Optimization exercise on an open flow, not production practice. RTL: at most simulated, not proved equivalent. Function not checked: runs 3 to 6. Power: default activity.

===== flow/config.mk =====
export PLATFORM = sky130hd
export DESIGN_NAME = cinepak_cb_loader
export DESIGN_NICKNAME = cinepak_cb_loader
export VERILOG_FILES = /design/flow/design.v
export SDC_FILE = /design/flow/constraint.sdc
export NUM_CORES = 4
export LEC_CHECK = 0
export CAP_MARGIN = 20
export CORE_MARGIN = 2
export CORE_UTILIZATION = 55
export PLACE_DENSITY = 0.75
export SETUP_SLACK_MARGIN = 3
export SLEW_MARGIN = 20
export TNS_END_PERCENT = 0

===== flow/flow/run.sh =====
#!/bin/bash
# Standard ORFS layout, with small port buffers instead of delay cells and
# free cell sizing during timing repair.
bash standard.sh BUFFER_PORTS_ARGS="-buffer_cell sky130_fd_sc_hd__buf_2" MATCH_CELL_FOOTPRINT=0 finish > standard.log 2>&1

===== flow/constraint.sdc =====
create_clock -name core_clock -period 5.0 [get_ports {clk}]
set_input_delay 1.0000 -clock core_clock [delete_from_list [all_inputs] [get_ports {clk}]]
set_output_delay 1.0000 -clock core_clock [all_outputs]
set_load 0.01 [all_outputs]

===== flow/design.v =====
module cinepak_yuv_sum (
    input  wire [7:0]  y,
    input  wire [7:0]  u,       
    input  wire [7:0]  v,       
    input  wire [8:0]  nw,      
    output wire [9:0]  r_sum,
    output wire [9:0]  g_sum,
    output wire [9:0]  b_sum
);
    wire [9:0] ys = {2'b00, y};
    cinepak_add10 u_ar (.a(ys), .b({v[7], v, 1'b0}), .ci(1'b0), .s(r_sum));
    cinepak_add10 u_ab (.a(ys), .b({u[7], u, 1'b0}), .ci(1'b0), .s(b_sum));
    cinepak_add10 u_ag (.a(ys), .b({nw[8], nw}),     .ci(1'b1), .s(g_sum));
endmodule
module cinepak_yuv_pack (
    input  wire [9:0]  r_sum,
    input  wire [9:0]  g_sum,
    input  wire [9:0]  b_sum,
    input  wire [3:0]  f,
    output wire [23:0] pix
);
    wire [7:0] r = r_sum[9] ? 8'd0 : (r_sum[8] ? 8'd255 : r_sum[7:0]);
    wire [7:0] g = g_sum[9] ? 8'd0 : (g_sum[8] ? 8'd255 : g_sum[7:0]);
    wire [7:0] b = b_sum[9] ? 8'd0 : (b_sum[8] ? 8'd255 : b_sum[7:0]);
    assign pix = ({24{f[0]}} & {8'd0, r[7:3], g[7:2], b[7:3]})
               | ({24{f[1]}} & {10'd0, r[7:3], g[7:3], b[7:4]})
               | ({24{f[2]}} & {r, g, b})
               | ({24{f[3]}} & {16'd0, b});
endmodule
module cinepak_add10 (
    input  wire [9:0] a,
    input  wire [9:0] b,
    input  wire       ci,
    output wire [9:0] s
);
    wire [9:0] g = a & b;
    wire [9:0] p = a ^ b;
    wire [9:0] gl [0:4];
    wire [9:0] pl [0:4];
    assign gl[0] = {g[9:1], g[0] | (p[0] & ci)};
    assign pl[0] = p;
    genvar k, i;
    generate
        for (k = 0; k < 4; k = k + 1) begin : lvl
            for (i = 0; i < 10; i = i + 1) begin : bit_
                if ((i >> k) & 1) begin : merge
                    assign gl[k+1][i] = gl[k][i] | (pl[k][i] & gl[k][((i >> k) << k) - 1]);
                    assign pl[k+1][i] = pl[k][i] & pl[k][((i >> k) << k) - 1];
                end else begin : pass
                    assign gl[k+1][i] = gl[k][i];
                    assign pl[k+1][i] = pl[k][i];
                end
            end
        end
    endgenerate
    assign s = p ^ {gl[4][8:0], ci};
endmodule
module cinepak_cb_loader (
    input  wire        clk,
    input  wire        rst,
    input  wire        in_valid,
    output wire        in_ready,
    input  wire [7:0]  in_data,
    input  wire [1:0]  fmt,
    output reg         out_valid,
    input  wire        out_ready,
    output reg         out_v1,
    output reg  [7:0]  out_index,
    output reg  [95:0] out_pix
);
    localparam M_HDR  = 2'd0;    
    localparam M_CB   = 2'd1;    
    localparam M_SKIP = 2'd2;    
    reg  [1:0]  mode;
    reg  [1:0]  hcnt;             
    reg  [23:0] rem;              
    reg         cb_is;            
    reg         cb_sparse;
    reg         cb_v1;
    reg         cb_short;
    reg  [1:0]  cb_fmt;
    reg         fresh;            
    reg  [2:0]  fcnt;             
    reg         is_ent;           
    reg  [31:0] mask;             
    reg  [3:0]  grp;              
    reg  [7:0]  cur_idx;          
    reg         cur_v1;
    reg  [7:0]  s2idx;            
    reg         s2v1;             
    reg  [7:0]  q0, q1, q2, q3;
    reg  [2:0]  qn;               
    reg  [7:0]  su, sv;
    reg  [8:0]  nw;               
    reg  [3:0]  conv_f;           
    reg  [2:0]  rdy;              
    reg  [1:0]  pc;               
    reg         s2v;              
    reg  [1:0]  s2pc;             
    reg  [9:0]  s2r, s2g, s2b;    
    reg         in_rdy;
    assign in_ready = in_rdy;
    wire take = in_valid && in_rdy;
    reg  last;                    
    reg  fits4;                   
    reg  fits6;                   
    wire fitsn = cb_short ? fits4 : fits6;
    wire rem_hi0 = (rem[23:8] == 16'd0);
    reg  [23:0] rem_dec;
    integer d;
    always @* begin
        for (d = 0; d < 24; d = d + 1)
            rem_dec[d] = rem[d] ^ ((rem & ((24'd1 << d) - 24'd1)) == 24'd0);
    end
    reg         mask_zero;
    wire        done      = mask_zero && grp[3];
    wire        need_flag = mask_zero && cb_sparse;
    wire [31:0] m_eff     = mask_zero ? 32'hffffffff : mask;
    reg  [4:0] lead;
    integer l;
    always @* begin
        lead = 5'd0;
        for (l = 0; l < 32; l = l + 1)
            if (m_eff[l]) lead = 31 - l;
    end
    wire [2:0] grp_m1   = grp[2:0] - 3'd1;
    wire [7:0] next_idx = {(mask_zero ? grp[2:0] : grp_m1), lead};
    wire in_cb    = (mode == M_CB);
    wire fs       = in_cb && (fcnt == 3'd0);
    wire fs_ent   = fs && !done && !need_flag && fitsn;
    wire fs_flag  = fs && !done && need_flag && fits4;
    wire fs_skip  = fs && !fs_ent && !fs_flag;
    wire mid_ent  = in_cb && (fcnt != 3'd0) && is_ent;
    wire mid_flag = in_cb && (fcnt != 3'd0) && !is_ent;
    wire ent_end  = mid_ent && (fcnt == (cb_short ? 3'd3 : 3'd5));
    wire y_byte   = fs_ent || (mid_ent && !fcnt[2]);
    wire hdr_end  = take && (mode == M_HDR) && (hcnt == 2'd3);
    wire no_pay = rem_hi0 && (in_data <= 8'd4);
    wire out_free = !out_valid || out_ready;
    wire s2_move  = s2v && ((s2pc != 2'd0) || out_free);
    wire conv     = (rdy != 3'd0) && (!s2v || s2_move);
    wire y_in     = take && y_byte;
    wire y_rdy    = y_in && cb_short;
    wire ent_in   = take && !cb_short && ent_end;
    wire [2:0] rdy_up = rdy + 3'd1;
    wire [2:0] rdy_dn = rdy - 3'd1;
    wire [2:0] qn_up  = qn + 3'd1;
    wire [2:0] qn_dn  = qn - 3'd1;
    wire [2:0] rdy_n = ent_in ? 3'd4 :
                       (y_rdy && !conv) ? rdy_up :
                       (!y_rdy && conv) ? rdy_dn : rdy;
    wire [2:0] qn_n  = (y_in && !conv) ? qn_up :
                       (!y_in && conv) ? qn_dn : qn;
    wire [1:0] pc_n  = pc + {1'b0, conv};
    wire       s2v_n  = conv || (s2v && !s2_move);
    wire [1:0] s2pc_n = conv ? pc : s2pc;
    wire out_valid_n = (out_valid && !out_ready) || (s2_move && s2pc == 2'd3);
    wire [2:0] wp    = conv ? qn_dn : qn;
    wire fresh_n     = hdr_end ? (!no_pay && cb_is) : (take ? 1'b0 : fresh);
    wire sure_n   = !s2v_n || (s2pc_n != 2'd0) || !out_valid_n;
    wire rdy_nz_n = (rdy_n != 3'd0);
    always @(posedge clk) begin
        if (rst) begin
            mode   <= M_HDR;
            hcnt   <= 2'd0;
            fcnt   <= 3'd0;
            fresh  <= 1'b0;
            rdy    <= 3'd0;
            qn     <= 3'd0;
            pc     <= 2'd0;
            s2v    <= 1'b0;
            in_rdy <= 1'b1;
            out_valid <= 1'b0;
        end else begin
            rdy    <= rdy_n;
            qn     <= qn_n;
            pc     <= pc_n;
            s2v    <= s2v_n;
            fresh  <= fresh_n;
            out_valid <= out_valid_n;
            in_rdy <= !((qn_n == 3'd4) && rdy_nz_n && !sure_n) &&
                      !(fresh_n && (qn_n != 3'd0));
            if (take) begin
                case (mode)
                M_HDR: begin
                    hcnt <= hcnt + 2'd1;
                    if (hcnt == 2'd3) begin
                        fcnt <= 3'd0;
                        if (no_pay)
                            mode <= M_HDR;
                        else if (cb_is)
                            mode <= M_CB;
                        else
                            mode <= M_SKIP;
                    end
                end
                default: begin
                    if (last) begin
                        mode <= M_HDR;
                        hcnt <= 2'd0;
                    end else if (fs_skip) begin
                        mode <= M_SKIP;
                    end
                    if (fs_flag || fs_ent)
                        fcnt <= 3'd1;
                    if (mid_flag || mid_ent)
                        fcnt <= ((mid_flag && fcnt == 3'd3) || ent_end) ? 3'd0 : fcnt + 3'd1;
                end
                endcase
            end
        end
    end
    always @(posedge clk) begin
        if (hdr_end)
            mask_zero <= 1'b1;
        else if (in_rdy && mid_flag && fcnt == 3'd3)
            mask_zero <= (mask[31:8] == 24'd0) && (in_data == 8'd0);
        else
            mask_zero <= (mask == 32'd0);
        if (hdr_end) begin
            grp  <= 4'd0;
            mask <= 32'd0;
        end
        if (take && mode != M_HDR) begin
            rem   <= rem_dec;
            last  <= (rem == 24'd6);
            fits4 <= !rem_hi0 || (rem[7:0] >= 8'd9);
            fits6 <= !rem_hi0 || (rem[7:0] >= 8'd11);
        end
        if (hdr_end) begin
            last  <= rem_hi0 && (in_data == 8'd5);
            fits4 <= !rem_hi0 || (in_data >= 8'd8);
            fits6 <= !rem_hi0 || (in_data >= 8'd10);
        end
        if (take && fs_flag) begin
            mask[31:24] <= in_data;
            grp    <= grp + 4'd1;
            is_ent <= 1'b0;
        end
        if (take && fs_ent) begin
            if (mask_zero) begin
                mask <= 32'hffffffff;
                grp  <= grp + 4'd1;
            end
            conv_f  <= 4'b0001 << cb_fmt;
            cur_idx <= next_idx;
            cur_v1  <= cb_v1;
            is_ent  <= 1'b1;
            if (cb_short || cb_fmt == 2'd3) begin
                su <= 8'd0;
                sv <= 8'd0;
                nw <= 9'h1ff;
            end
        end
        if (in_rdy) begin
            if (mode == M_HDR) begin
                case (hcnt)
                    2'd0: begin
                        cb_is     <= (in_data[7:3] == 5'b00100);
                        cb_sparse <= in_data[0];
                        cb_v1     <= in_data[1];
                        cb_short  <= in_data[2];
                        cb_fmt    <= fmt;
                    end
                    2'd1: rem[23:16] <= in_data;
                    2'd2: rem[15:8]  <= in_data;
                    default: rem[7:0] <= in_data;
                endcase
            end
            if (mid_ent) begin
                if (fcnt == 3'd4 && cb_fmt != 2'd3) su <= in_data;
                if (fcnt == 3'd5 && cb_fmt != 2'd3) begin
                    sv <= in_data;
                    nw <= ~({su[7], su[7], su[7:1]} + {in_data[7], in_data});
                end
                if (fcnt == 3'd1)
                    mask[~cur_idx[4:0]] <= 1'b0;
            end
            if (mid_flag) begin
                case (fcnt)
                    3'd1: mask[23:16] <= in_data;
                    3'd2: mask[15:8]  <= in_data;
                    default: mask[7:0] <= in_data;
                endcase
            end
        end
    end
    wire wr = in_rdy && y_byte;
    always @(posedge clk) begin
        if (conv) begin
            q0 <= q1;
            q1 <= q2;
            q2 <= q3;
        end
        if (wr) begin
            case (wp[1:0])
                2'd0: q0 <= in_data;
                2'd1: q1 <= in_data;
                2'd2: q2 <= in_data;
                default: q3 <= in_data;
            endcase
        end
    end
    wire [9:0] r_sum, g_sum, b_sum;
    cinepak_yuv_sum u_sum (.y(q0), .u(su), .v(sv), .nw(nw),
                           .r_sum(r_sum), .g_sum(g_sum), .b_sum(b_sum));
    always @(posedge clk) begin
        if (conv) begin
            s2pc <= pc;
            if (pc == 2'd0) begin
                s2idx <= cur_idx;
                s2v1  <= cur_v1;
            end
            s2r  <= r_sum;
            s2g  <= g_sum;
            s2b  <= b_sum;
        end
    end
    wire [23:0] pix;
    cinepak_yuv_pack u_pack (.r_sum(s2r), .g_sum(s2g), .b_sum(s2b), .f(conv_f), .pix(pix));
    always @(posedge clk) begin
        if (s2_move) begin
            case (s2pc)
                2'd0: begin
                    out_pix[23:0] <= pix;
                    out_v1        <= s2v1;
                    out_index     <= s2idx;
                end
                2'd1: out_pix[47:24] <= pix;
                2'd2: out_pix[71:48] <= pix;
                default: out_pix[95:72] <= pix;
            endcase
        end
    end
endmodule

===== flow/standard.sh =====
#!/bin/bash
# synth_recipe.tcl (not shown) runs the flow's synth.tcl, then flattens the netlist and writes it again
# the make line also repeats each setting of config.mk as NAME=value (left out here)
make -C /OpenROAD-flow-scripts/flow DESIGN_CONFIG=/design/flow/config.mk WORK_HOME=/design/flow/orfs CLKGATE_MAP_FILE= SYNTH_SCRIPT=/design/flow/synth_recipe.tcl "${@:-finish}"

==> metrics.md, run 1 <==
| Metric | Value |
|---|---|
| Status | `no timing/DRC/antenna violations` |
| Final setup fails | `0` |
| DRC violations left | `0` |
| Max Slew Vio Count | `0` |
| CTS root buf | `clkbuf_16` |
| Tcrit/Tclk final | `0.4811` |
| Number of global-route vias before repair | `approximately 9600` |
| Row cnt | `57` |
| Clock-pin transition on the worst setup and hold timing paths | `0.06 ns` |
| Clock sink total | `305` |
| Die span in y | `162.2 µm` |
| Avg Vias per Cell | `5.740` |
| Synth warn | `2` |
| # port buffers | `120` |
| First-pass GRT wire length | `between 40000 and 50000 µm` |
| Worst-Margin Slew | `1.006 ns` |
| Syn Nets | `1375` |
| Mapped Avg Cell Area | `roughly 11 µm²` |
| Synth Cell Area | `13760 µm²` |
| Predominant post-synthesis flop cell | `edfxtp_1` |
| Pleak | `0.006447 µW` |
| Switching share of total power | `0.3095` |
| Final ANT Viol Nets | `0` |
| VDD IR max | `approximately 0.00034 V` |
| Area added between synthesis and finish | `17.77%` |
| Required time worst endpoint | `around 5.4 ns` |
| Commonest cells after routing, fill and taps aside | `173 x edfxtp_1, 142 x nand2_1, 126 x dfxtp_1, 122 x nor2_1, 118 x buf_2` |
| Initial core utilization | `0.5624` |
| H-tree levels | `1` |
| TritonCTS buffer count | `31` |
| Average wire per standard cell | `around 17 µm` |
| Max Cap Viol | `0` |
| EDFF count, synth | `approximately 170` |
| Reg-to-reg critical path startpoint | `rem[10]` |
| Vias | `slightly above 10000` |
| Drt pass-1 iters | `5` |
| WL final | `~30000 µm` |
| Final Hold Vio Count | `0` |
| Clock share of power | `0.292` |
| Netlist cell types | `68` |
| Setup TNS Final | `0 ns` |
| Int Power | `between 5000 and 6000 µW` |
| CTS tree | `yes` |
| Post-Syn Instances | `roughly 1300` |
| Final nets | `around 1500` |
| N_diodes | `0` |
| Worst Clk Skew | `between 0.01 and 0.015 ns` |
| Fillers | `1809` |
| Async set-reset flop share out of synthesis | `0` |
| Area after DPL | `about 15000 µm²` |
| GRT Overall Usage | `0.2258` |
| Logic gate share of total power | `0.245` |
| Clock Path Buffers | `3` |
| Seq/Total Area, Yosys | `0.5697` |
| CORE AREA | `around 24000 µm²` |
| Commonest non-fill, non-tap cell in the layout | `edfxtp_1` |
| Critical Path AT | `between 2 and 3 ns` |
| Class of the worst hold path | `reg -> reg` |
| Flop pwr share | `0.463` |
| Initial antenna violation count | `0` |
| Placer congestion estimate | `just over 0.9` |
| Layout cell share with drive strength beyond 1 | `0.1936` |
| CP max FO | `6` |
| RSZ-0062 raised after global routing | `true` |
| Switching power | `approximately 2600 µW` |
| CP Capture Type | `register` |
| DP HPWL | `a little over 20000 µm` |
| Post-route cell area | `16200 µm²` |
| Hold Startpoint | `s2idx[3]` |
| Initial DRC Count | `roughly 780` |
| Die Wd | `around 160 µm` |
| Grt ovf | `0` |
| DIE AREA | `~26000 µm²` |
| Final Util | `0.6624` |
| Fmax | `415.7 MHz` |
| Pin count of the biggest net entering global routing | `between 50 and 60` |
| Clock Latency Late Sink | `~0.55 ns` |
| Synth Register Bits | `between 300 and 400` |
| Slew Limit Headroom | `0.3276` |
| Tmin final | `roughly 2.4 ns` |
| Crit path from | `in_data[0]` |
| Crit start category | `input port` |
| PwrDens | `roughly 520 nW/µm²` |
| Ports | `121` |
| CP Class | `in -> reg` |
## worst max-delay path, stage by stage
cell and delay [ns]:
buf_16 0.12, ha_4 0.16, fa_2 0.39, a21o_1 0.20, a21oi_2 0.18, o21bai_1 0.12, a21oi_2 0.15, nor2b_1 0.07
nor4b_2 0.31, o22ai_1 0.11
## area by class of cell
type / instances / area (µm²) / area share
tap: 324 / 405.4 / 0.02502
clock inverter: 25 / 339.1 / 0.02093
inverter: 50 / 187.7 / 0.01158
clock buffer: 32 / 779.5 / 0.04811
multi-input combinational: 875 / 5723 / 0.3532
timing repair buffer: 154 / 918.4 / 0.05668
sequential: 305 / 7850 / 0.4845
## synthesized netlist by cell type, types with 3 or more instances
cell,number,area share
nor4b_1,3,0.0019
a31oi_1,13,0.0059
or4_1,3,0.0016
dfxtp_1,132,0.19
clkbuf_1,56,0.015
nand3_1,17,0.0062
mux2i_1,23,0.017
edfxtp_1,173,0.38
and4_1,3,0.0019
and2_1,4,0.0018
a22oi_1,3,0.0016
or2_2,8,0.0036
buf_2,3,0.0011
xor2_1,16,0.010
nor4_1,13,0.0059
o21a_1,11,0.0060
o21bai_1,4,0.0022
o21ai_1,12,0.0044
nand2_1,142,0.039
ha_1,62,0.056
and3_1,10,0.0045
or3_1,6,0.0027
xnor2_1,27,0.017
fa_1,8,0.012
a311oi_1,5,0.0032
o22ai_1,10,0.0045
nor2b_1,15,0.0068
o21ai_0,86,0.031
a21oi_1,89,0.032
nor3b_1,10,0.0055
nand2b_1,12,0.0055
a221oi_1,5,0.0032
nand4_1,4,0.0018
a21o_1,29,0.016
nor2_1,130,0.035
o31ai_1,4,0.0022
nor3_1,22,0.0080
a22o_1,15,0.0095
inv_1,49,0.013
a211oi_1,22,0.012
## power groups by stage
stage | Clock (µW) | Sequential (µW) | Combinational (µW)
2_1_floorplan | 0 | 3870 | 1430
6_report | 2480 | 3920 | 2080
5_1_grt | 2620 | 3980 | 2330
3_3_place_gp | 0 | 3940 | 1900
4_1_cts | 2510 | 3910 | 2030
3_5_place_dp | 0 | 3960 | 1960
## worst paths after layout
kind	slack [ns]	cells after the start	to
min	0.42	0	out_index[3]
max	2.59	10	nw[8]
min reg2reg	0.42	0	out_index[3]
max reg2reg	2.65	6	rem[22]
## cells by family after synthesis
family          share of synthesized area
simple gates                       0.1422
compound gates                     0.1449
xor+xnor                          0.02737
buf+inv                           0.03110
mux                               0.01673
flops                              0.5697
fa+ha+maj                         0.06802
## repair_timing
item | CTS | global route
gates cloned | 0 | 2
buffers inserted | 14 | 6
pin swaps | 16 | 12
setup endpoints to repair | 305 | 282
hold buffers | 0 | 0
resized for setup | 55 | 22
## flip-flops by register name, summed over array words and instances (netlist names), 9 cells and up
| name | count |
|---|---|
| s2r | 10 |
| nw | 9 |
| rem | 24 |
| out_pix | 96 |
| s2b | 9 |
| s2g | 10 |
| mask | 32 |
## stage by stage
step           std cells  hold slack [ns]  setup slack, ns  power, µW
2_1_floorplan       1291           0.4003            2.348       5295
3_3_place_gp        1686           0.4061            1.920       5837
4_1_cts             1757           0.4183            2.649       8454
6_report            1765           0.4184            2.595       8475
3_5_place_dp        1686           0.4052            1.818       5920
5_1_grt             1765           0.4270            2.533       8937
## layer usage
layer,wire (µm),track usage
met1,12960,0.2950
met2,14640,0.3870
met3,1945,0.03396
met4,928,0.07683
met5,0,0
Testbench counts, summed over its fixed seeds: cycles 73,511.
==> run 2, diff against run 1 <==
--- a/flow/config.mk
+++ b/flow/config.mk
@@ -7,8 +7,8 @@
 export LEC_CHECK = 0
 export CAP_MARGIN = 20
 export CORE_MARGIN = 2
-export CORE_UTILIZATION = 55
-export PLACE_DENSITY = 0.75
+export CORE_UTILIZATION = 40
+export PLACE_DENSITY = 0.6
 export SETUP_SLACK_MARGIN = 3
 export SLEW_MARGIN = 20
 export TNS_END_PERCENT = 0
==> run 2 against run 1 <==
  * Still clean on timing, DRC and antenna
  * Critical path type unchanged
  * Core utilization down 18 points
  * Final area up 0.54%
  * First-iteration DRC count grew 4.9%
  * Clock-buffer cell count increased by 8
==> metrics.md, run 2 <==
| Metric | Value |
|---|---|
| Status | `no timing/DRC/antenna violations (unchanged)` |
| Hold Startpoint | `cur_idx[5] (was s2idx[3])` |
| DIE AREA | `35900 µm² (was 26300 µm²)` |
| Worst Clk Skew | `0.01568 ns (was 0.01234 ns)` |
| Post-Place Cells | `1810 (was 1686)` |
| Avg Vias per Cell | `5.220 (was 5.740)` |
| PwrDens | `515.1 nW/µm² (was 523.1 nW/µm²)` |
| Most flops, register | `out_pix (unchanged)` |
| Commonest cells after routing, fill and taps aside | `173 x edfxtp_1, 141 x nand2_1, 126 x dfxtp_1, 123 x nor2_1, 117 x buf_2 (was 173 x edfxtp_1, 142 x nand2_1, 126 x dfxtp_1, 122 x nor2_1, 118 x buf_2)` |
| Non-Filler Instances | `1889 (was 1765)` |
| Pin count of the biggest net entering global routing | `59 (unchanged)` |
| Post-Syn Instances | `1291 (unchanged)` |
| Synth Area in Adders | `0.06802 (unchanged)` |
| CP Capture Type | `register (unchanged)` |
| Tcrit/Tclk final | `0.4812 (was 0.4811)` |
| Vias | `9861 (was 10130)` |
| Max Cap Viol | `0 (unchanged)` |
| Top Registers | `out_pix x96, mask x32, rem x24 (unchanged)` |
| Commonest non-fill, non-tap cell in the layout | `edfxtp_1 (unchanged)` |
| Number of global-route vias before repair | `9302 (was 9560)` |
| H-tree levels | `2 (was 1)` |
| Initial antenna violation count | `0 (unchanged)` |
| Reg-to-reg critical path startpoint | `fcnt[1] (was rem[10])` |
| Predominant post-synthesis flop cell | `edfxtp_1 (unchanged)` |
| Synth warn | `2 (unchanged)` |
| N_diodes | `0 (unchanged)` |
| Post-CTS Hold Fix Bufs | `0 (unchanged)` |
| Netlist cell types | `68 (unchanged)` |
| Class of the worst hold path | `reg -> reg (unchanged)` |
| VDD IR max | `0.0002437 V (was 0.0003387 V)` |
| CP Class | `in -> reg (unchanged)` |
| Average wire per standard cell | `16.70 µm (was 17.27 µm)` |
| Row cnt | `67 (was 57)` |
| Clock Latency Late Sink | `0.52 ns (was 0.55 ns)` |
| Seq/Total Area, Yosys | `0.5697 (unchanged)` |
| Clock sink total | `305 (unchanged)` |
| Cell taking the most area after synthesis | `edfxtp_1 (unchanged)` |
| Die span in y | `189.5 µm (was 162.2 µm)` |
| Mapped Avg Cell Area | `10.66 µm² (unchanged)` |
| Final ANT Viol Nets | `0 (unchanged)` |
| Overall Power | `8392 µW (was 8475 µW)` |
| Most common cell on crit path | `a21oi_2 (unchanged)` |
| Slowest stage cell on the critical path | `fa_2 (unchanged)` |
| Crit-path max cell delay | `0.35 ns (was 0.39 ns)` |
| Async set-reset flop share out of synthesis | `0 (unchanged)` |
| Required time worst endpoint | `5.38 ns (was 5.42 ns)` |
| Critical Path AT | `2.79 ns (was 2.83 ns)` |
| Die Wd | `189.5 µm (was 162.2 µm)` |
| Crit path from | `in_data[0] (unchanged)` |
| GRT Overall Usage | `0.1760 (was 0.2258)` |
| Synth Register Bits | `305 (unchanged)` |
| Grt ovf | `0 (unchanged)` |
| Clock Path Buffers | `3 (unchanged)` |
| Layout cell share with drive strength beyond 1 | `0.1881 (was 0.1936)` |
| Syn Nets | `1375 (unchanged)` |
| CORE AREA | `33700 µm² (was 24460 µm²)` |
| Final Hold Slack | `0.4204 ns (was 0.4184 ns)` |
| Area added between synthesis and finish | `18.41% (was 17.77%)` |
| EDFF count, synth | `173 (unchanged)` |
| Tmin final | `2.406 ns (was 2.405 ns)` |
| Slew Limit Headroom | `0.5276 (was 0.3276)` |
| Clock-pin transition on the worst setup and hold timing paths | `0.06 ns (about the same)` |
| Initial core utilization | `0.4083 (was 0.5624)` |
| Drt pass-1 iters | `5 (unchanged)` |
| Share of the synthesized area in the top cell type | `0.3776 (unchanged)` |
| Placer congestion estimate | `0.9146 (was 0.9261)` |
| Crit start category | `input port (unchanged)` |
| DRC violations left | `0 (unchanged)` |
| CTS tree | `yes (unchanged)` |
| Final setup fails | `0 (unchanged)` |
| Max Slew Vio Count | `0 (unchanged)` |
| # port buffers | `120 (unchanged)` |
| Number of flip-flops in the largest register | `96 (unchanged)` |
| Largest family of logic cells by synthesized area | `compound AO/OA/AOI/OAI gates (unchanged)` |
| CTS root buf | `clkbuf_16 (unchanged)` |
| Initial DRC Count | `817 (was 779)` |
| Post-synthesis mux area share | `0.01673 (unchanged)` |
| XOR/XNOR Fraction of Synth Area | `0.02737 (unchanged)` |
| CP max FO | `18 (was 6)` |
| Ports | `121 (unchanged)` |
| First-pass GRT wire length | `50490 µm (was 48240 µm)` |
| TritonCTS buffer count | `34 (was 31)` |
| Worst path cell trace | `buf_6 > ha_2 > fa_2 > a21o_1 > a21oi_2 > o21bai_1 > a21oi_2 > nor2b_1 > nor4b_2 > o22ai_1 (was buf_16 > ha_4 > fa_2 > a21o_1 > a21oi_2 > o21bai_1 > a21oi_2 > nor2b_1 > nor4b_2 > o22ai_1)` |
| Synth Area in Simple Gates | `0.1422 (unchanged)` |
| Post-synth top cells | `173 x edfxtp_1, 142 x nand2_1, 132 x dfxtp_1 (unchanged)` |
| WL final | `31540 µm (was 30480 µm)` |
| RSZ-0062 raised after global routing | `true (unchanged)` |
| Final nets | `1502 (was 1501)` |
| Synth Area in Compound Gates | `0.1449 (unchanged)` |
| Synth Cell Area | `13760 µm² (unchanged)` |
| Most common cell in the synthesized netlist | `edfxtp_1 (unchanged)` |
| Setup WS post-layout | `2.594 ns (was 2.595 ns)` |
| Setup TNS Final | `0 ns (unchanged)` |
| Worst-Margin Slew | `0.6997 ns (was 1.006 ns)` |
| Place WS | `1.868 ns (was 1.818 ns)` |
| Pleak | `0.006419 µW (was 0.006447 µW)` |
| Fmax | `415.6 MHz (was 415.7 MHz)` |
| Final Hold Vio Count | `0 (unchanged)` |
| Synth area leaders | `edfxtp_1 38%, dfxtp_1 19%, ha_1 5.6% (unchanged)` |
| DP HPWL | `21280 µm (was 20150 µm)` |
run 2: kinds of logic (layout without fill, tap and decap cells):
family          Yosys count  count (layout)
compound gates          324             324
xor+xnor                 43              43
fa+ha+maj                70              70
buf+inv                 111             260
flops                   305             305
mux                      23              23
simple gates            415             416
run 2: worst max-delay path: cells and delay by family:
kind	cells	cell delay, ns
AO/OA/AOI/OAI	5	0.71
buffers and inverters	1	0.15
AND/OR/NAND/NOR	2	0.35
adder cells (fa/ha/maj)	2	0.56
run 2: layout make-up:
class / count / area, µm²
inverter: 50 / 187.7
multi-input combinational: 876 / 5717
clock buffer: 40 / 915.9
timing repair buffer: 151 / 884.6
clock inverter: 19 / 172.7
tap: 448 / 560.5
sequential: 305 / 7853
fill: 3108 / 17410
run 2: through the flow:
| stage | util | area (µm²) |
|---|---|---|
| floorplan | - | 13770 |
| global placement | 0.4388 | 14790 |
| detailed placement | 0.4388 | 14790 |
| CTS | 0.4800 | 16180 |
| global route | 0.4834 | 16290 |
| finish | 0.4834 | 16290 |
run 2: final timing paths:
check             endpoint  slack [ns]  cells past startpoint
setup / recovery     nw[8]        2.59                     10
hold / removal    s2idx[5]        0.42                      0
setup reg to reg  mask[14]        2.62                      8
hold reg to reg   s2idx[5]        0.42                      0
run 2: power by group:
group	total [µW]	switching, µW	internal (µW)
Clock	2410	983	1420
Combinational	2070	1210	854
Sequential	3920	426	3490
Total	8390	2620	5770
run 2: repair_timing:
action / in CTS / in global routing
pin swaps: 12 / 9
gates cloned: 1 / 0
setup endpoints to repair: 304 / 278
resized for setup: 62 / 13
setup buffers: 14 / 4
run 2: metal layers:
| layer | global-route usage | up-vias | share of wire |
|---|---|---|---|
| met5 | 0 | - | 0 |
| met4 | 0.04890 | 0 | 0.023 |
| met3 | 0.02854 | 51 | 0.058 |
| met2 | 0.2952 | 274 | 0.47 |
| met1 | 0.2363 | 4617 | 0.45 |
| li1 | - | 4919 | - |
==> run 3, diff against run 2 <==
--- a/flow/design.v
+++ b/flow/design.v
@@ -80,7 +80,7 @@
     reg         cb_short;
     reg  [1:0]  cb_fmt;
     reg         fresh;            
-    reg  [2:0]  fcnt;             
+    reg  [5:0]  fo;               
     reg         is_ent;           
     reg  [31:0] mask;             
     reg  [3:0]  grp;              
@@ -126,14 +126,14 @@
     wire [2:0] grp_m1   = grp[2:0] - 3'd1;
     wire [7:0] next_idx = {(mask_zero ? grp[2:0] : grp_m1), lead};
     wire in_cb    = (mode == M_CB);
-    wire fs       = in_cb && (fcnt == 3'd0);
+    wire fs       = in_cb && fo[0];
     wire fs_ent   = fs && !done && !need_flag && fitsn;
     wire fs_flag  = fs && !done && need_flag && fits4;
     wire fs_skip  = fs && !fs_ent && !fs_flag;
-    wire mid_ent  = in_cb && (fcnt != 3'd0) && is_ent;
-    wire mid_flag = in_cb && (fcnt != 3'd0) && !is_ent;
-    wire ent_end  = mid_ent && (fcnt == (cb_short ? 3'd3 : 3'd5));
-    wire y_byte   = fs_ent || (mid_ent && !fcnt[2]);
+    wire mid_ent  = in_cb && !fo[0] && is_ent;
+    wire mid_flag = in_cb && !fo[0] && !is_ent;
+    wire ent_end  = mid_ent && (cb_short ? fo[3] : fo[5]);
+    wire y_byte   = fs_ent || (mid_ent && !fo[4] && !fo[5]);
     wire hdr_end  = take && (mode == M_HDR) && (hcnt == 2'd3);
     wire no_pay = rem_hi0 && (in_data <= 8'd4);
     wire out_free = !out_valid || out_ready;
@@ -163,7 +163,7 @@
         if (rst) begin
             mode   <= M_HDR;
             hcnt   <= 2'd0;
-            fcnt   <= 3'd0;
+            fo     <= 6'd1;
             fresh  <= 1'b0;
             rdy    <= 3'd0;
             qn     <= 3'd0;
@@ -185,7 +185,7 @@
                 M_HDR: begin
                     hcnt <= hcnt + 2'd1;
                     if (hcnt == 2'd3) begin
-                        fcnt <= 3'd0;
+                        fo   <= 6'd1;
                         if (no_pay)
                             mode <= M_HDR;
                         else if (cb_is)
@@ -202,9 +202,9 @@
                         mode <= M_SKIP;
                     end
                     if (fs_flag || fs_ent)
-                        fcnt <= 3'd1;
+                        fo   <= 6'd2;
                     if (mid_flag || mid_ent)
-                        fcnt <= ((mid_flag && fcnt == 3'd3) || ent_end) ? 3'd0 : fcnt + 3'd1;
+                        fo   <= ((mid_flag && fo[3]) || ent_end) ? 6'd1 : {fo[4:0], 1'b0};
                 end
                 endcase
             end
@@ -213,7 +213,7 @@
     always @(posedge clk) begin
         if (hdr_end)
             mask_zero <= 1'b1;
-        else if (in_rdy && mid_flag && fcnt == 3'd3)
+        else if (in_rdy && mid_flag && fo[3])
             mask_zero <= (mask[31:8] == 24'd0) && (in_data == 8'd0);
         else
             mask_zero <= (mask == 32'd0);
@@ -268,24 +268,24 @@
                 endcase
             end
             if (mid_ent) begin
-                if (fcnt == 3'd4 && cb_fmt != 2'd3) su <= in_data;
-                if (fcnt == 3'd5 && cb_fmt != 2'd3) begin
+                if (fo[4] && cb_fmt != 2'd3) su <= in_data;
+                if (fo[5] && cb_fmt != 2'd3) begin
                     sv <= in_data;
-                    nw <= ~({su[7], su[7], su[7:1]} + {in_data[7], in_data});
+                    nw <= ~w_sum[8:0];
                 end
-                if (fcnt == 3'd1)
+                if (fo[1])
                     mask[~cur_idx[4:0]] <= 1'b0;
             end
             if (mid_flag) begin
-                case (fcnt)
-                    3'd1: mask[23:16] <= in_data;
-                    3'd2: mask[15:8]  <= in_data;
-                    default: mask[7:0] <= in_data;
-                endcase
+                if (fo[1]) mask[23:16] <= in_data;
+                if (fo[2]) mask[15:8]  <= in_data;
+                if (fo[3]) mask[7:0]   <= in_data;
             end
         end
     end
     wire wr = in_rdy && y_byte;
+    wire [9:0] w_sum;
+    cinepak_add10 u_aw (.a({{3{su[7]}}, su[7:1]}), .b({{2{in_data[7]}}, in_data}), .ci(1'b0), .s(w_sum));
     always @(posedge clk) begin
         if (conv) begin
             q0 <= q1;
==> flow/flow/run.sh (replaced) <==
#!/bin/bash
# Standard ORFS layout, with small port buffers instead of delay cells and
# free cell sizing during timing repair.
bash standard.sh BUFFER_PORTS_ARGS="-buffer_cell sky130_fd_sc_hd__buf_1" MATCH_CELL_FOOTPRINT=0 finish > standard.log 2>&1
--- a/flow/config.mk
+++ b/flow/config.mk
@@ -8,6 +8,8 @@
 export CAP_MARGIN = 20
 export CORE_MARGIN = 2
 export CORE_UTILIZATION = 40
+export CTS_CLUSTER_DIAMETER = 60
+export CTS_CLUSTER_SIZE = 30
 export PLACE_DENSITY = 0.6
 export SETUP_SLACK_MARGIN = 3
 export SLEW_MARGIN = 20
==> run 3 against run 2 <==
  * Wire length up 4.1%
  * Register-to-register slack better by 0.03 ns
  * Global-route usage rose by 0.32 points
  * Flip-flop and latch count is 3 higher
  * Die area rose by 1.1%
  * Clock power decreased by 4%
==> metrics.md, run 3 <==
| Metric | Value |
|---|---|
| Status | `no timing/DRC/antenna violations (unchanged)` |
| Post-CTS Hold Fix Bufs | `0 (unchanged)` |
| Hold Startpoint | `cur_idx[5] (unchanged)` |
| Placer congestion estimate | `0.8964 (was 0.9146)` |
| Initial core utilization | `0.4047 (was 0.4083)` |
| PwrDens | `524.6 nW/µm² (was 515.1 nW/µm²)` |
| Clock Latency Late Sink | `0.58 ns (was 0.52 ns)` |
| Post-Syn Instances | `1255 (was 1291)` |
| Area added between synthesis and finish | `15.97% (was 18.41%)` |
| CTS root buf | `clkbuf_16 (unchanged)` |
| CP Class | `reg -> reg (was in -> reg)` |
| Synth Register Bits | `308 (was 305)` |
| EDFF count, synth | `173 (unchanged)` |
| Cell taking the most area after synthesis | `edfxtp_1 (unchanged)` |
| Synth area leaders | `edfxtp_1 37%, dfxtp_1 19%, ha_1 4.9% (was edfxtp_1 38%, dfxtp_1 19%, ha_1 5.6%)` |
| Grt ovf | `0 (unchanged)` |
| First-pass GRT wire length | `51430 µm (was 50490 µm)` |
| Synth Cell Area | `13910 µm² (was 13760 µm²)` |
| Worst path cell trace | `ha_1 > nand3_1 > xnor2_2 > nand2b_1 > nor2b_2 > a221oi_1 > a21o_1 (was buf_6 > ha_2 > fa_2 > a21o_1 > a21oi_2 > o21bai_1 > a21oi_2 > nor2b_1 > nor4b_2 > o22ai_1)` |
| Critical Path AT | `2.80 ns (was 2.79 ns)` |
| Final nets | `1458 (was 1502)` |
| Share of the synthesized area in the top cell type | `0.3735 (was 0.3776)` |
| TritonCTS buffer count | `27 (was 34)` |
| CP max FO | `8 (was 18)` |
| Initial DRC Count | `712 (was 817)` |
| Setup TNS Final | `0 ns (unchanged)` |
| Hold Path End | `s2idx[5] (unchanged)` |
| Average wire per standard cell | `17.70 µm (was 16.70 µm)` |
| Most common cell in the synthesized netlist | `edfxtp_1 (unchanged)` |
| Predominant post-synthesis flop cell | `edfxtp_1 (unchanged)` |
| Most flops, register | `out_pix (unchanged)` |
| Max Slew Vio Count | `0 (unchanged)` |
| Row cnt | `68 (was 67)` |
| Syn Nets | `1334 (was 1375)` |
| Die Wd | `190.5 µm (was 189.5 µm)` |
| Final ANT Viol Nets | `0 (unchanged)` |
| Final setup fails | `0 (unchanged)` |
| Mapped Avg Cell Area | `11.08 µm² (was 10.66 µm²)` |
| Tmin final | `2.347 ns (was 2.406 ns)` |
| Worst r2r path cells | `7 (was 8)` |
| WL final | `32830 µm (was 31540 µm)` |
| Commonest cells after routing, fill and taps aside | `173 x edfxtp_1, 155 x nand2_1, 132 x dfxtp_1, 119 x buf_1, 87 x nor2_1 (was 173 x edfxtp_1, 141 x nand2_1, 126 x dfxtp_1, 123 x nor2_1, 117 x buf_2)` |
| Vias | `9833 (was 9861)` |
| RSZ-0062 raised after global routing | `true (unchanged)` |
| Avg Vias per Cell | `5.301 (was 5.220)` |
| VDD IR max | `0.0003115 V (was 0.0002437 V)` |
| Pin count of the biggest net entering global routing | `59 (unchanged)` |
| Worst Clk Skew | `0.03692 ns (was 0.01568 ns)` |
| Clock sink total | `308 (was 305)` |
| Async set-reset flop share out of synthesis | `0 (unchanged)` |
| DP HPWL | `22520 µm (was 21280 µm)` |
| Post-Place Cells | `1794 (was 1810)` |
| Worst-Margin Slew | `0.7481 ns (was 0.6997 ns)` |
| Ports | `121 (unchanged)` |
| Slew Limit Headroom | `0.4947 (was 0.5276)` |
| Slowest stage cell on the critical path | `edfxtp_1 (was fa_2)` |
| CP Capture Type | `register (unchanged)` |
| Fillers | `3222 (was 3108)` |
| CTS tree | `yes (unchanged)` |
| Reg area | `7901 µm² (was 7853 µm²)` |
| Reg-to-reg critical path startpoint | `cur_idx[0] (was fcnt[1])` |
| Layout cell share with drive strength beyond 1 | `0.1086 (was 0.1881)` |
| Fmax | `426.0 MHz (was 415.6 MHz)` |
| Required time worst endpoint | `5.45 ns (was 5.38 ns)` |
| Crit-path max cell delay | `0.49 ns (was 0.35 ns)` |
| Commonest non-fill, non-tap cell in the layout | `edfxtp_1 (unchanged)` |
| DIE AREA | `36280 µm² (was 35900 µm²)` |
| # port buffers | `120 (unchanged)` |
| Die span in y | `190.5 µm (was 189.5 µm)` |
| Reg2Reg Setup Slack | `2.65 ns (was 2.62 ns)` |
| Initial antenna violation count | `0 (unchanged)` |
| GRT Overall Usage | `0.1793 (was 0.1760)` |
| H-tree levels | `1 (was 2)` |
| Clock Path Buffers | `3 (unchanged)` |
| Final Hold Vio Count | `0 (unchanged)` |
| Max Cap Viol | `0 (unchanged)` |
| CORE AREA | `34370 µm² (was 33700 µm²)` |
| Non-Filler Instances | `1855 (was 1889)` |
| Drt pass-1 iters | `5 (unchanged)` |
| Multi-input combinational cell area | `5758 µm² (was 5717 µm²)` |
| Clock-pin transition on the worst setup and hold timing paths | `0.08 ns (was 0.06 ns)` |
| Crit start category | `register (was input port)` |
| DRC violations left | `0 (unchanged)` |
| Netlist cell types | `79 (was 68)` |
| Number of flip-flops in the largest register | `96 (unchanged)` |
| Seq/Total Area, Yosys | `0.5678 (was 0.5697)` |
| Pleak | `0.006205 µW (was 0.006419 µW)` |
| Number of global-route vias before repair | `9246 (was 9302)` |
| Class of the worst hold path | `reg -> reg (unchanged)` |
| Top Registers | `out_pix x96, mask x32, rem x24 (unchanged)` |
| Tcrit/Tclk final | `0.4694 (was 0.4812)` |
| R2r endpoint | `mask[8] (was mask[14])` |
| N_diodes | `0 (unchanged)` |
| Post-synth top cells | `173 x edfxtp_1, 155 x nand2_1, 135 x dfxtp_1 (was 173 x edfxtp_1, 142 x nand2_1, 132 x dfxtp_1)` |
| Synth warn | `2 (unchanged)` |
| Min-Delay Path Depth | `0 (unchanged)` |
==> run 3: how the worst max path moves through the flow <==
stage,start,endpoint,slack (ns)
global route,q0[0],s2g[8],2.54
CTS,q0[0],s2g[8],2.67
global placement,out_ready,q1[3],1.84
detailed placement,out_ready,q1[4],1.76
floorplan,in_data[0],nw[4],2.43
finish,cur_idx[0],mask[8],2.65
==> run 3: cell families (layout without fill, tap and decap cells) <==
family / Yosys count / in the layout / synth area share
flops: 308 / 308 / 0.5678
fa+ha+maj: 66 / 66 / 0.06459
mux: 32 / 32 / 0.02429
compound gates: 291 / 292 / 0.1437
buf+inv: 105 / 249 / 0.02995
simple gates: 408 / 408 / 0.1414
xor+xnor: 45 / 45 / 0.02833
==> run 3: per-stage QoR <==
| step | hold WS, ns | total power (µW) | instance area, µm² | worst slack [ns] | util |
|---|---|---|---|---|---|
| floorplan | 0.4003 | 5435 | 13930 | 2.432 | - |
| global placement | 0.4065 | 6036 | 14870 | 1.838 | 0.4326 |
| detailed placement | 0.4056 | 6094 | 14870 | 1.756 | 0.4326 |
| CTS | 0.3951 | 8494 | 16050 | 2.670 | 0.4669 |
| global route | 0.4129 | 8989 | 16130 | 2.538 | 0.4693 |
| finish | 0.4066 | 8461 | 16130 | 2.653 | 0.4693 |
==> run 3: per-layer routing <==
metal	vias to the layer above	global-route usage	routed length [µm]
met5	-	0	0
met4	0	0.04592	786
met3	45	0.02135	1717
met2	293	0.3066	15600
met1	4666	0.2416	14720
li1	4829	-	-
==> run 3: area by class of cell <==
type / instances / share of cell area
flip-flops and latches: 308 / 0.4898
well taps: 455 / 0.03529
inverters: 49 / 0.01140
clock inverters: 23 / 0.02118
clock buffers: 27 / 0.04189
repair buffers: 150 / 0.04344
multi-input cells: 843 / 0.3570
==> run 3: where the power goes <==
part / internal (µW) / switching [µW]
logic: 879 / 1350
clock network: 1160 / 1160
registers: 3490 / 423
==> run 3: critical path: cells and delay by family, from the launching register on <==
kind	cells	cell delay (ns)
flip-flops	1	0.49
XOR/XNOR	1	0.32
AO/OA/AOI/OAI	2	0.35
AND/OR/NAND/NOR	3	0.81
adder cells (fa/ha/maj)	1	0.26
==> run 3: timing repair <==
action	CTS	global route
gates cloned	1	0
setup buffers	8	1
setup endpoints to repair	319	302
pin swaps	7	3
gates resized for setup	25	9
==> run 4, diff against run 3 <==
--- a/flow/config.mk
+++ b/flow/config.mk
@@ -11,6 +11,6 @@
 export CTS_CLUSTER_DIAMETER = 60
 export CTS_CLUSTER_SIZE = 30
 export PLACE_DENSITY = 0.6
-export SETUP_SLACK_MARGIN = 3
+export SETUP_SLACK_MARGIN = 3.5
 export SLEW_MARGIN = 20
 export TNS_END_PERCENT = 0
==> run 4 against run 3 <==
  * Total power unchanged
  * Synthesized area unchanged
  * Synthesized cell count unchanged
  * Via count unchanged
  * Clock-buffer cell count unchanged
  * Wire length unchanged
  * Clock power about the same
  * Global-route usage unchanged
  * Clock skew unchanged
  * First-iteration DRC count unchanged
  * Core utilization unchanged
  * Final area unchanged
  * Largest cell class unchanged
  * Largest power group unchanged
  * Highest routed layer unchanged
==> metrics.md, run 4 <==
| Metric | Value |
|---|---|
| Worst-Margin Slew | `0.7481 ns (unchanged)` |
| Avg Vias per Cell | `5.301 (unchanged)` |
| CP Class | `reg -> reg (unchanged)` |
| Mapped Avg Cell Area | `11.08 µm² (unchanged)` |
| Die Wd | `190.5 µm (unchanged)` |
| Pleak | `0.006205 µW (unchanged)` |
| TritonCTS buffer count | `27 (unchanged)` |
| First-pass GRT wire length | `51430 µm (unchanged)` |
| Share of the synthesized area in the top cell type | `0.3735 (unchanged)` |
| RSZ-0062 raised after global routing | `true (unchanged)` |
| Post-synth top cells | `173 x edfxtp_1, 155 x nand2_1, 135 x dfxtp_1 (unchanged)` |
| DRC violations left | `0 (unchanged)` |
| Syn Nets | `1334 (unchanged)` |
| Clock share of power | `0.274 (about the same)` |
| Critical Path AT | `2.80 ns (about the same)` |
| R2r endpoint | `mask[8] (unchanged)` |
| Netlist cell types | `79 (unchanged)` |
| Fmax | `426.0 MHz (unchanged)` |
| CTS tree | `yes (unchanged)` |
| Switching share of total power | `0.3462 (unchanged)` |
| Clock Path Buffers | `3 (unchanged)` |
| Post-CTS Hold Fix Bufs | `0 (unchanged)` |
| Grt ovf | `0 (unchanged)` |
| Area added between synthesis and finish | `15.97% (unchanged)` |
| Average wire per standard cell | `17.70 µm (unchanged)` |
| Post-Syn Instances | `1255 (unchanged)` |
| Commonest non-fill, non-tap cell in the layout | `edfxtp_1 (unchanged)` |
| Final nets | `1458 (unchanged)` |
| Switching power | `2930 µW (unchanged)` |
| DP HPWL | `22520 µm (unchanged)` |
| Placer congestion estimate | `0.8964 (unchanged)` |
| Reg2Reg Setup Slack | `2.65 ns (about the same)` |
| N_diodes | `0 (unchanged)` |
| Worst r2r path cells | `7 (unchanged)` |
| Initial core utilization | `0.4047 (unchanged)` |
| Worst Clk Skew | `0.03692 ns (unchanged)` |
| Number of flip-flops in the largest register | `96 (unchanged)` |
| Hold Path End | `s2idx[5] (unchanged)` |
| Max Slew Vio Count | `0 (unchanged)` |
| PwrDens | `524.6 nW/µm² (unchanged)` |
| Flop pwr share | `0.463 (about the same)` |
| Cell taking the most area after synthesis | `edfxtp_1 (unchanged)` |
| Async set-reset flop share out of synthesis | `0 (unchanged)` |
| Synth Register Bits | `308 (unchanged)` |
| H-tree levels | `1 (unchanged)` |
| Predominant post-synthesis flop cell | `edfxtp_1 (unchanged)` |
| Vias | `9833 (unchanged)` |
| Reg-to-reg critical path startpoint | `cur_idx[0] (unchanged)` |
| Setup TNS Final | `0 ns (unchanged)` |
| Status | `no timing/DRC/antenna violations (unchanged)` |
| Die span in y | `190.5 µm (unchanged)` |
| Overall Power | `8461 µW (unchanged)` |
| CP max FO | `8 (unchanged)` |
| Clock-pin transition on the worst setup and hold timing paths | `0.08 ns (about the same)` |
| Number of global-route vias before repair | `9246 (unchanged)` |
| Crit start category | `register (unchanged)` |
| Int Power | `5532 µW (unchanged)` |
| Commonest cells after routing, fill and taps aside | `173 x edfxtp_1, 155 x nand2_1, 132 x dfxtp_1, 119 x buf_1, 87 x nor2_1 (unchanged)` |
| Pin count of the biggest net entering global routing | `59 (unchanged)` |
| Drt pass-1 iters | `5 (unchanged)` |
| Min-Delay Path Depth | `0 (unchanged)` |
| Row cnt | `68 (unchanged)` |
| Slew Limit Headroom | `0.4947 (unchanged)` |
| CTS root buf | `clkbuf_16 (unchanged)` |
| Final Util | `0.4693 (unchanged)` |
| Clock sink total | `308 (unchanged)` |
| Required time worst endpoint | `5.45 ns (about the same)` |
| Synth warn | `2 (unchanged)` |
| Layout cell share with drive strength beyond 1 | `0.1086 (unchanged)` |
| Most common cell in the synthesized netlist | `edfxtp_1 (unchanged)` |
| Class of the worst hold path | `reg -> reg (unchanged)` |
| # port buffers | `120 (unchanged)` |
| Most flops, register | `out_pix (unchanged)` |
| Tcrit/Tclk final | `0.4694 (unchanged)` |
| Hold Startpoint | `cur_idx[5] (unchanged)` |
| Synth area leaders | `edfxtp_1 37%, dfxtp_1 19%, ha_1 4.9% (unchanged)` |
| Final Hold Vio Count | `0 (unchanged)` |
| Tmin final | `2.347 ns (unchanged)` |
| Seq/Total Area, Yosys | `0.5678 (unchanged)` |
| Ports | `121 (unchanged)` |
| Top Registers | `out_pix x96, mask x32, rem x24 (unchanged)` |
| Final setup fails | `0 (unchanged)` |
| Initial DRC Count | `712 (unchanged)` |
| Logic gate share of total power | `0.264 (about the same)` |
| Final ANT Viol Nets | `0 (unchanged)` |
| DIE AREA | `36280 µm² (unchanged)` |
| Synth Cell Area | `13910 µm² (unchanged)` |
| EDFF count, synth | `173 (unchanged)` |
| GRT Overall Usage | `0.1793 (unchanged)` |
| Max Cap Viol | `0 (unchanged)` |
| VDD IR max | `0.0003115 V (unchanged)` |
| CP Capture Type | `register (unchanged)` |
| Initial antenna violation count | `0 (unchanged)` |
| WL final | `32830 µm (unchanged)` |
| Clock Latency Late Sink | `0.58 ns (about the same)` |
| CORE AREA | `34370 µm² (unchanged)` |
==> run 4: cell counts in the layout (fill, tap and decap cells not counted) <==
Identical to the previous run, type by type.
==> run 4: cells by family (layout without fill, tap and decap cells) <==
logic type | Yosys count | after routing | share of synthesized area
simple gates | 408 | 408 | 0.1414
flops | 308 | 308 | 0.5678
compound gates | 291 | 292 | 0.1437
buf+inv | 105 | 249 | 0.02995
fa+ha+maj | 66 | 66 | 0.06459
xor+xnor | 45 | 45 | 0.02833
mux | 32 | 32 | 0.02429
==> run 4: layer usage <==
layer / vias to the layer above / GRT usage / part of all wire / wire (µm)
li1: 4829 / - / - / -
met1: 4666 / 0.2416 / 0.45 / 14720
met2: 293 / 0.3066 / 0.48 / 15600
met3: 45 / 0.02135 / 0.052 / 1717
met4: 0 / 0.04592 / 0.024 / 786
met5: - / 0 / 0 / 0
==> run 4: critical path: stages, from the launching register on <==
cell	delay, ns
edfxtp_1	0.49
ha_1	0.26
nand3_1	0.25
xnor2_2	0.32
nand2b_1	0.16
nor2b_2	0.40
a221oi_1	0.16
a21o_1	0.19
==> run 4: worst max-delay path by stage <==
| stage | endpoint | startpoint | slack (ns) | depth (start not counted) |
|---|---|---|---|---|
| 2_1_floorplan | nw[4] | in_data[0] | 2.43 | 7 |
| 3_3_place_gp | q1[3] | out_ready | 1.84 | 8 |
| 3_5_place_dp | q1[4] | out_ready | 1.76 | 8 |
| 4_1_cts | s2g[8] | q0[0] | 2.67 | 12 |
| 5_1_grt | s2g[8] | q0[0] | 2.54 | 12 |
| 6_report | mask[8] | cur_idx[0] | 2.65 | 7 |
==> run 4: cell type report <==
class	instances	area, µm²
clock buffers	27	675.6
clock inverters	23	341.6
fillers	3222	18240
inverters	49	183.9
multi-input cells	843	5758
flip-flops and latches	308	7901
well taps	455	569.3
repair buffers	150	700.7
==> run 4: power groups by stage <==
| stage | sequential (µW) | combinational, µW | clock (µW) |
|---|---|---|---|
| floorplan | 3860 | 1570 | 0 |
| global placement | 3960 | 2080 | 0 |
| detailed placement | 3970 | 2130 | 0 |
| CTS | 3910 | 2200 | 2380 |
| global route | 3990 | 2530 | 2480 |
| finish | 3910 | 2230 | 2320 |
==> run 4: stage by stage <==
stage	std cells	worst slack, ns	hold WS, ns	area [µm²]
after floorplan	1255	2.432	0.4003	13930
after global placement	1794	1.838	0.4065	14870
after detailed placement	1794	1.756	0.4056	14870
after CTS	1853	2.670	0.3951	16050
after global routing	1855	2.538	0.4129	16130
final	1855	2.653	0.4066	16130
==> run 4: what timing repair did <==
action | CTS | global route
gates resized for setup | 25 | 9
pin swaps | 7 | 3
cloned | 1 | 0
buffers inserted | 8 | 1
endpoints found under the setup margin | 412 | 433
==> run 5, diff against run 4 <==
--- a/flow/config.mk
+++ b/flow/config.mk
@@ -8,9 +8,9 @@
 export CAP_MARGIN = 20
 export CORE_MARGIN = 2
 export CORE_UTILIZATION = 40
-export CTS_CLUSTER_DIAMETER = 60
-export CTS_CLUSTER_SIZE = 30
+export CTS_CLUSTER_DIAMETER = 75
+export CTS_CLUSTER_SIZE = 36
 export PLACE_DENSITY = 0.6
-export SETUP_SLACK_MARGIN = 3.5
+export SETUP_SLACK_MARGIN = 3
 export SLEW_MARGIN = 20
 export TNS_END_PERCENT = 0
==> run 5 against run 4 <==
  * Fmax rose by 0.45%
  * Worst hold slack improved by 0.021 ns
  * Sequential power barely moved
  * Clock-buffer cell count fell by 8
  * Combinational power barely moved
  * Global-route usage barely moved
  * Highest routed layer unchanged
  * Register-to-register slack barely moved
  * Flip-flop and latch count did not move
  * Via count rose by 0.20%
  * Largest cell class unchanged
  * Synthesized cell count did not move
==> metrics.md, run 5 <==
| Metric | Value |
|---|---|
| Worst Clk Skew | `0.02364 ns (was 0.03692 ns)` |
| Share of the synthesized area in the top cell type | `0.3735 (unchanged)` |
| DIE AREA | `36280 µm² (unchanged)` |
| Netlist cell types | `79 (unchanged)` |
| Switching power | `2852 µW (was 2930 µW)` |
| Setup WS post-layout | `2.663 ns (was 2.653 ns)` |
| Synth Register Bits | `308 (unchanged)` |
| Commonest cells after routing, fill and taps aside | `173 x edfxtp_1, 155 x nand2_1, 131 x dfxtp_1, 118 x buf_1, 85 x nor2_1 (was 173 x edfxtp_1, 155 x nand2_1, 132 x dfxtp_1, 119 x buf_1, 87 x nor2_1)` |
| Clock Path Buffers | `3 (unchanged)` |
| Crit path buf inv count | `3 (was 0)` |
| Non-Filler Instances | `1841 (was 1855)` |
| CP Depth | `12 (was 7)` |
| Number of global-route vias before repair | `9149 (was 9246)` |
| Syn Nets | `1334 (unchanged)` |
| CTS tree | `yes (unchanged)` |
| Post-Syn Instances | `1255 (unchanged)` |
| Average wire per standard cell | `17.77 µm (was 17.70 µm)` |
| Row cnt | `68 (unchanged)` |
| WL final | `32710 µm (was 32830 µm)` |
| Flop pwr share | `0.485 (was 0.463)` |
| Clock Latency Late Sink | `0.54 ns (was 0.58 ns)` |
| Area added between synthesis and finish | `14.48% (was 15.97%)` |
| Most common cell on crit path | `a21o_1` |
| Post-Place Cells | `1794 (unchanged)` |
| Final Util | `0.4633 (was 0.4693)` |
| Layout cell share with drive strength beyond 1 | `0.1032 (was 0.1086)` |
| Synth warn | `2 (unchanged)` |
| CTS root buf | `clkbuf_16 (unchanged)` |
| Pleak | `0.006097 µW (was 0.006205 µW)` |
| Delay-heaviest family, CP | `compound AO/OA/AOI/OAI gates (was simple AND/OR/NAND/NOR gates)` |
| Slew Limit Headroom | `0.4772 (was 0.4947)` |
| # port buffers | `120 (unchanged)` |
| Clock share of power | `0.238 (was 0.274)` |
| Final setup fails | `0 (unchanged)` |
| Ports | `121 (unchanged)` |
| Worst r2r path cells | `12 (was 7)` |
| Initial DRC Count | `672 (was 712)` |
| DRC violations left | `0 (unchanged)` |
| Top Registers | `out_pix x96, mask x32, rem x24 (unchanged)` |
| Grt ovf | `0 (unchanged)` |
| Final Hold Slack | `0.4280 ns (was 0.4066 ns)` |
| Vias | `9853 (was 9833)` |
| Async set-reset flop share out of synthesis | `0 (unchanged)` |
| Switching share of total power | `0.3541 (was 0.3462)` |
| Fmax | `428.0 MHz (was 426.0 MHz)` |
| DP HPWL | `22520 µm (unchanged)` |
| Clock-pin transition on the worst setup and hold timing paths | `0.11 ns (was 0.08 ns)` |
| Cell taking the most area after synthesis | `edfxtp_1 (unchanged)` |
| Slowest stage cell on the critical path | `dfxtp_2 (was edfxtp_1)` |
| H-tree levels | `1 (unchanged)` |
| Max Slew Vio Count | `0 (unchanged)` |
| Clock sink total | `308 (unchanged)` |
| Status | `no timing/DRC/antenna violations (unchanged)` |
| Post-synth top cells | `173 x edfxtp_1, 155 x nand2_1, 135 x dfxtp_1 (unchanged)` |
| First-pass GRT wire length | `51410 µm (was 51430 µm)` |
| Min-Delay Path Depth | `0 (unchanged)` |
| RSZ-0062 raised after global routing | `true (unchanged)` |
| Commonest non-fill, non-tap cell in the layout | `edfxtp_1 (unchanged)` |
| Logic gate share of total power | `0.277 (was 0.264)` |
| Synth Cell Area | `13910 µm² (unchanged)` |
| CORE AREA | `34370 µm² (unchanged)` |
| Placer congestion estimate | `0.8964 (unchanged)` |
| Tcrit/Tclk final | `0.4673 (was 0.4694)` |
| Final Hold Vio Count | `0 (unchanged)` |
| Setup TNS Final | `0 ns (unchanged)` |
| Die Wd | `190.5 µm (unchanged)` |
| GRT Overall Usage | `0.1795 (was 0.1793)` |
| PwrDens | `505.9 nW/µm² (was 524.6 nW/µm²)` |
| Worst-Margin Slew | `0.7740 ns (was 0.7481 ns)` |
| Critical Path AT | `2.76 ns (was 2.80 ns)` |
| Avg Vias per Cell | `5.352 (was 5.301)` |
| Final nets | `1452 (was 1458)` |
| Initial core utilization | `0.4047 (unchanged)` |
| Max Cap Viol | `0 (unchanged)` |
| Place WS | `1.756 ns (unchanged)` |
| Mapped Avg Cell Area | `11.08 µm² (unchanged)` |
| CP max FO | `2 (was 8)` |
| Tmin final | `2.337 ns (was 2.347 ns)` |
| Number of flip-flops in the largest register | `96 (unchanged)` |
| CP Class | `reg -> reg (unchanged)` |
| Die span in y | `190.5 µm (unchanged)` |
| Most common cell in the synthesized netlist | `edfxtp_1 (unchanged)` |
| Int Power | `5203 µW (was 5532 µW)` |
| Post-CTS Hold Fix Bufs | `0 (unchanged)` |
| Most flops, register | `out_pix (unchanged)` |
| EDFF count, synth | `173 (unchanged)` |
| Worst path cell trace | `inv_2 > ha_1 > inv_1 > fa_2 > a21o_1 > a21o_1 > a21o_1 > a21o_1 > a21o_1 > a21oi_2 > ha_1 > inv_1 (was ha_1 > nand3_1 > xnor2_2 > nand2b_1 > nor2b_2 > a221oi_1 > a21o_1)` |
| Seq/Total Area, Yosys | `0.5678 (unchanged)` |
| Crit start category | `register (unchanged)` |
| Pin count of the biggest net entering global routing | `59 (unchanged)` |
| Final ANT Viol Nets | `0 (unchanged)` |
| N_diodes | `0 (unchanged)` |
| Class of the worst hold path | `reg -> reg (unchanged)` |
| Required time worst endpoint | `5.42 ns (was 5.45 ns)` |
| CP Capture Type | `register (unchanged)` |
| VDD IR max | `0.0003622 V (was 0.0003115 V)` |
| Drt pass-1 iters | `5 (unchanged)` |
| Initial antenna violation count | `0 (unchanged)` |
| Crit-path max cell delay | `0.34 ns (was 0.49 ns)` |
| Predominant post-synthesis flop cell | `edfxtp_1 (unchanged)` |
| TritonCTS buffer count | `19 (was 27)` |
| Synth area leaders | `edfxtp_1 37%, dfxtp_1 19%, ha_1 4.9% (unchanged)` |
[run 5: what timing repair did]
action | in CTS | in global routing
setup endpoints to repair | 319 | 300
pin swaps | 9 | 4
cloned | 1 | 0
gates resized for setup | 29 | 12
hold endpoints to repair | 0 | 0
setup buffers | 9 | 2
[run 5: metal layers]
layer  wire length (µm)  track usage
met5                  0            0
met4                618      0.03876
met3               1910      0.02190
met2              15600       0.3102
met1              14580       0.2418
[run 5: power by group through the flow]
stage	clock network (µW)	registers, µW	logic, µW
after floorplan	0	3860	1570
after global placement	0	3960	2080
after detailed placement	0	3970	2130
after CTS	1970	3910	2210
after global routing	2070	3980	2530
final	1920	3910	2230
[run 5: logic make-up after synthesis]
logic type,Yosys count,synth area share
mux,32,0.02429
flops,308,0.5678
fa+ha+maj,66,0.06459
buf+inv,105,0.02995
simple gates,408,0.1414
compound gates,291,0.1437
xor+xnor,45,0.02833
[run 5: metrics by stage]
| stage | area, µm² | power, µW |
|---|---|---|
| floorplan | 13930 | 5435 |
| global placement | 14870 | 6036 |
| detailed placement | 14870 | 6094 |
| CTS | 15830 | 8089 |
| global route | 15920 | 8586 |
| finish | 15920 | 8056 |
[run 5: cell type report]
type	count	area (µm²)
clock buffers	19	475.5
clock inverters	15	305.3
fillers	3227	18450
inverters	49	183.9
multi-input cells	843	5771
flip-flops and latches	308	7903
well taps	455	569.3
repair buffers	152	716.9
[run 5: final timing paths]
kind,startpoint,to,slack (ns)
worst min-delay path,cur_v1,s2v1,0.43
worst max-delay path,q0[0],s2g[8],2.66
worst max register to register,q0[0],s2g[8],2.66
worst min register to register,cur_v1,s2v1,0.43
==> run 6, diff against run 5 <==
==> flow/flow/run.sh (replaced) <==
#!/bin/bash
# Standard ORFS layout, with small port buffers instead of delay cells and
# free cell sizing during timing repair.
bash standard.sh BUFFER_PORTS_ARGS="-buffer_cell sky130_fd_sc_hd__buf_2" MATCH_CELL_FOOTPRINT=0 finish > standard.log 2>&1
--- a/flow/config.mk
+++ b/flow/config.mk
@@ -8,9 +8,7 @@
 export CAP_MARGIN = 20
 export CORE_MARGIN = 2
 export CORE_UTILIZATION = 40
-export CTS_CLUSTER_DIAMETER = 75
-export CTS_CLUSTER_SIZE = 36
 export PLACE_DENSITY = 0.6
-export SETUP_SLACK_MARGIN = 3
+export SETUP_SLACK_MARGIN = 3.5
 export SLEW_MARGIN = 20
 export TNS_END_PERCENT = 0
==> run 6 against run 5 <==
  * Wire length fell by 0.73%
  * Clock-buffer cell count rose by 27
  * Cell count rose by 1.1%
  * Synthesized area did not move
  * Global-route usage fell by 0.090 points
  * Sequential power barely moved
  * Die area did not move
==> metrics.md, run 6 <==
| Metric | Value |
|---|---|
| Required time worst endpoint | `5.43 ns (was 5.42 ns)` |
| Post-synth top cells | `173 x edfxtp_1, 155 x nand2_1, 135 x dfxtp_1 (unchanged)` |
| Grt ovf | `0 (unchanged)` |
| Final Hold Slack | `0.4189 ns (was 0.4280 ns)` |
| Post-CTS Hold Fix Bufs | `0 (unchanged)` |
| XOR/XNOR Fraction of Synth Area | `0.02833 (unchanged)` |
| CP Capture Type | `register (unchanged)` |
| Setup TNS Final | `0 ns (unchanged)` |
| Vias | `9918 (was 9853)` |
| Die Wd | `190.5 µm (unchanged)` |
| Final ANT Viol Nets | `0 (unchanged)` |
| Seq/Total Area, Yosys | `0.5678 (unchanged)` |
| Ports | `121 (unchanged)` |
| Synth Area in Simple Gates | `0.1414 (unchanged)` |
| Most common cell in the synthesized netlist | `edfxtp_1 (unchanged)` |
| Final nets | `1462 (was 1452)` |
| Slowest stage cell on the critical path | `or3_1 (was dfxtp_2)` |
| Async set-reset flop share out of synthesis | `0 (unchanged)` |
| Most flops, register | `out_pix (unchanged)` |
| Most common cell on crit path | `or3_1 (was a21o_1)` |
| Row cnt | `68 (unchanged)` |
| Netlist cell types | `79 (unchanged)` |
| DRC violations left | `0 (unchanged)` |
| Worst path cell trace | `buf_2 > or3_1 > or3_1 > nor4_2 > a21oi_1 > o21ai_0 (was inv_2 > ha_1 > inv_1 > fa_2 > a21o_1 > a21o_1 > a21o_1 > a21o_1 > a21o_1 > a21oi_2 > ha_1 > inv_1)` |
| Number of global-route vias before repair | `9518 (was 9149)` |
| Predominant post-synthesis flop cell | `edfxtp_1 (unchanged)` |
| DIE AREA | `36280 µm² (unchanged)` |
| Class of the worst hold path | `reg -> reg (unchanged)` |
| Cell taking the most area after synthesis | `edfxtp_1 (unchanged)` |
| WL final | `32470 µm (was 32710 µm)` |
| TritonCTS buffer count | `35 (was 19)` |
| Pin count of the biggest net entering global routing | `55 (was 59)` |
| H-tree levels | `2 (was 1)` |
| Placer congestion estimate | `0.9002 (was 0.8964)` |
| Synth area leaders | `edfxtp_1 37%, dfxtp_1 19%, ha_1 4.9% (unchanged)` |
| GRT Overall Usage | `0.1786 (was 0.1795)` |
| Max Slew Vio Count | `0 (unchanged)` |
| Area added between synthesis and finish | `17.80% (was 14.48%)` |
| Clock Path Buffers | `3 (unchanged)` |
| Critical Path AT | `2.76 ns (about the same)` |
| Final Hold Vio Count | `0 (unchanged)` |
| First-pass GRT wire length | `51270 µm (was 51410 µm)` |
| Post-synthesis mux area share | `0.02429 (unchanged)` |
| Number of flip-flops in the largest register | `96 (unchanged)` |
| Status | `no timing/DRC/antenna violations (unchanged)` |
| Layout cell share with drive strength beyond 1 | `0.1962 (was 0.1032)` |
| Fmax | `428.0 MHz (about the same)` |
| Crit-path max cell delay | `0.50 ns (was 0.34 ns)` |
| Mapped Avg Cell Area | `11.08 µm² (unchanged)` |
-- run 6: cell counts after synthesis --
No cell type changed its count.
-- run 6: per-stage QoR --
| stage | power, µW | instances | util | worst slack (ns) | area, µm² |
|---|---|---|---|---|---|
| floorplan | 5435 | 1255 | - | 2.432 | 13930 |
| global placement | 6052 | 1786 | 0.4352 | 1.726 | 14960 |
| detailed placement | 6109 | 1786 | 0.4352 | 1.618 | 14960 |
| CTS | 8690 | 1856 | 0.4731 | 2.690 | 16260 |
| global route | 9160 | 1862 | 0.4767 | 2.596 | 16390 |
| finish | 8630 | 1862 | 0.4767 | 2.664 | 16390 |
-- run 6: metal layers --
metal / track usage / wire length [µm] / vias to the layer above
li1: - / - / 4852
met1: 0.2265 / 14270 / 4658
met2: 0.3049 / 15250 / 330
met3: 0.03000 / 1858 / 78
met4: 0.06857 / 1092 / 0
met5: 0 / 0 / -
-- run 6: worst paths after layout --
check                                     to       start  depth (start not counted)  slack [ns]
worst max-delay path               mask_zero  in_data[4]                          6        2.66
worst min-delay path            out_index[4]    s2idx[4]                          0        0.42
worst max register to register      mask[19]  cur_idx[1]                          7        2.70
worst min register to register  out_index[4]    s2idx[4]                          0        0.42
-- run 6: repair_timing --
action	in CTS	in global routing
resized for setup	32	15
setup endpoints to repair	410	437
cloned	1	0
pin swaps	13	6
buffers inserted	8	5
-- run 6: cell type report --
cell class | count | area (µm²)
clock inverter | 15 | 145.1
tap | 455 | 569.3
inverter | 49 | 183.9
clock buffer | 46 | 979.7
multi-input combinational | 843 | 5778
sequential | 308 | 7903
fill | 3163 | 17990
timing repair buffer | 146 | 827.0
-- run 6: kinds of logic (layout without fill, tap and decap cells) --
family	count (synthesis)	in the layout
flops	308	308
simple gates	408	408
mux	32	32
xor+xnor	45	45
buf+inv	105	256
fa+ha+maj	66	66
compound gates	291	292
-- run 6: report_power, final --
part	leakage, µW	internal (µW)	total [µW]	switching, µW
clock	0.000543	1490	2480	994
sequential	0.00272	3500	3910	415
combinational	0.00332	894	2230	1340
